Background: an optimization exercise with open tools, aiming at small area and few clock cycles. Do not read the settings as production practice. Function was checked by simulation only, so behaviour that the tests miss may differ from the original. Power is estimated from default activity; no workload was simulated.

Setup of job 3375:
// macphy_codec
module macphy_codec (
    input  wire        clk,
    input  wire        rst,
    input  wire        req_valid,
    output wire        req_ready,
    input  wire [7:0]  req_op,
    input  wire [31:0] req_a,
    input  wire [31:0] req_b,
    input  wire [31:0] req_c,
    input  wire        req_null,
    input  wire        din_valid,
    output wire        din_ready,
    input  wire [7:0]  din_data,
    output wire        dout_valid,
    input  wire        dout_ready,
    output wire [7:0]  dout_data,
    output wire        bus_valid,
    input  wire        bus_ready,
    output wire [7:0]  bus_tx,
    output wire        bus_last,
    input  wire [7:0]  bus_rx,
    input  wire        bus_err,
    input  wire [7:0]  bus_err_code,
    output wire        rsp_valid,
    input  wire        rsp_ready,
    output wire [7:0]  rsp_status,
    output wire [7:0]  rsp_info,
    output wire [31:0] rsp_data,
    output wire [31:0] rsp_aux,
    output wire        rsp_flag,
    output wire        fault,
    output wire [1:0]  fault_code
);
For scale: roughly 1800 cells after synthesis, ~130 flip-flops, ~240 I/O pins.
clock: 7.0 ns
lec_check: 0
cap_margin: 10
core_margin: 2
core_utilization: 40
cts_buf_list: sky130_fd_sc_hd__clkbuf_8
slew_margin: 10
standard.sh (not shown) runs the stock make flow with config.mk's settings and CLKGATE_MAP_FILE= SYNTH_SCRIPT=/design/flow/synth_recipe.tcl, a recipe that flattens the netlist after the stock synthesis.
==> flow/flow/run.sh <==
#!/bin/bash
set -euo pipefail
W=$(cd "$(dirname "$0")/.." && pwd)
cd "$W"
rm -rf "$W/scripts_area"
cp -r "$FLOW_HOME/scripts" "$W/scripts_area"
cp "$W/flow/abc_area.script" "$W/scripts_area/abc_area.script"
export BUFFER_PORTS_ARGS="-buffer_cell sky130_fd_sc_hd__buf_1"
bash "$W/standard.sh" SCRIPTS_DIR="$W/scripts_area" ABC_AREA=1 ADDER_MAP_FILE= \
  "MIN_BUF_CELL_AND_PORTS=sky130_fd_sc_hd__buf_1 A X" finish > "$W/make.log" 2>&1
==> flow/flow/abc_area.script <==
strash
&get -n
&fraig -x
&put
scorr
dc2
dc2
strash
&get -n
&dch -f
&nf -R 1000
&put
strash
&get -n
&dch -f
&nf -R 1000
&put
Testbench counts of job 3375, summed over its fixed seeds: cycles 116,376.
Inputs modified between job 3375 and job 4952:
-- flow/design.v --
<<< job 3375, line 139
    wire acc_ftx   = (req_op == OP_FIFOTX) && port_ok && !req_null && lens_ok && !tx_long;
    wire acc_frx   = (req_op == OP_FIFORX) && port_ok && !req_null;
    wire acc_start = cfg_valid && (acc_reg || acc_mdio || acc_ftx || acc_frx);
    wire acc_w     = acc_mdio || (acc_reg && req_op[1:0] == 2'b00);
    wire [7:0] acc_b0 = {2'b10, acc_w, acc_reg ? req_a[12:8] : 5'h00};
    wire idle_bus  = (st == S_IDLE) && req_valid && acc_start;
>>> job 4952, line 139
    wire acc_ftx   = (req_op == OP_FIFOTX) && port_ok && !req_null && lens_ok && !tx_long;
    wire acc_frx   = (req_op == OP_FIFORX) && port_ok && !req_null;
    wire acc_w     = acc_mdio || (acc_reg && req_op[1:0] == 2'b00);
    wire acc_start = cfg_valid && (acc_reg || acc_mdio || acc_ftx || acc_frx) &&
                     !(acc_w && cfg_crc_en);
    wire [7:0] acc_b0 = {2'b10, acc_w, acc_reg ? req_a[12:8] : 5'h00};
    wire idle_bus  = (st == S_IDLE) && req_valid && acc_start;
<<< job 3375, line 211
    assign fault_code = fcode;
    wire [7:0] crc_nx;
    crc8_byte u_crc (.crc_in(c), .data((st == S_DATA) ? din_data : (st == S_IDLE) ? acc_b0 : tx_h),
                     .poly(cfg_poly),
                     .crc_out(crc_nx));
>>> job 4952, line 212
    assign fault_code = fcode;
    wire [7:0] crc_nx;
    crc8_byte u_crc (.crc_in(c), .data((st == S_DATA) ? din_data : tx_h),
                     .poly(cfg_poly),
                     .crc_out(crc_nx));
<<< job 3375, line 263
        begin
            xk <= kind;
            j  <= {2'd0, bus_ready};
            c  <= bus_ready ? crc_nx : 8'h00;
            st <= S_XFER;
        end
>>> job 4952, line 264
        begin
            xk <= kind;
            j  <= {2'd0, idle_bus && bus_ready};
            c  <= 8'h00;
            st <= S_XFER;
        end
<<< job 3375, line 275
            fcode     <= 2'd0;
            dout_full <= 1'b0;
            c         <= 8'h00;
        end else begin
            if (dout_full && dout_ready)
>>> job 4952, line 276
            fcode     <= 2'd0;
            dout_full <= 1'b0;
        end else begin
            if (dout_full && dout_ready)
<<< job 3375, line 502
                end
            S_RSP:
                if (rsp_valid && rsp_ready) begin
                    st <= S_IDLE;
                    c  <= 8'h00;     
                end
            endcase
        end
>>> job 4952, line 502
                end
            S_RSP:
                if (rsp_valid && rsp_ready)
                    st <= S_IDLE;
            endcase
        end
### Flow results
- Job 4952 finished every step from synthesis to the final layout, and the layout passed the timing, DRC and antenna checks.
- Per the comparison of job 4952 with job 3375, shortest period the worst path allows grew by 0.066 ns, detailed-route via count shrank by 282, share of synthesized registers carrying an async set or reset held steady.
- Compared with job 3375, job 4952 ends up with a smaller final cell area.
- In the flow results for job 4952 and job 3375, the portion of the clock cycle consumed by the worst path in the final layout is smaller on job 3375.
- [compare] base=job 3375 new=job 4952: cell depth of the worst min-delay path ~0 delta; antenna diode count +4; clock power share shrank by 7.5 points.
- The area growth from synthesis to layout in job 4952 was lower than what job 3375 gave.
- For job 3375, the highest-power group was sequential cells, unlike job 4952, where it was combinational cells.
Testbench counts of job 4952, summed over its fixed seeds: cycles 116,923.

-- static timing again, ports no longer ideal --
The flow's constraints put no driver on any port. The routed layouts listed below were extracted and timed again, unchanged, in two steps.
Step 1 (the two cells are an assumption about what drives the block):
set clk [get_ports {clk}]
set_driving_cell -lib_cell sky130_fd_sc_hd__clkbuf_16 $clk
set_driving_cell -lib_cell sky130_fd_sc_hd__buf_2 [delete_from_list [all_inputs] $clk]
Step 2 also shifts input and output timing later by t, the mid clock arrival at the registers, as if the neighbouring blocks saw the same clock.
a / b / c = ideal / step 1 / step 2; a / b = the first two.
run	t, ns	setup WS [ns]	pins driven straight from the clock port
job 3375	0.537	0.552 / 0.552 / 0.102	1
job 4952	0.545	0.486 / 0.486 / 0.368	1
After both steps setup and hold are still met in every run listed. For job 3375, which loses most, drivers alone change the setup slack by 0.000 ns; drivers and shift together by -0.450 ns.
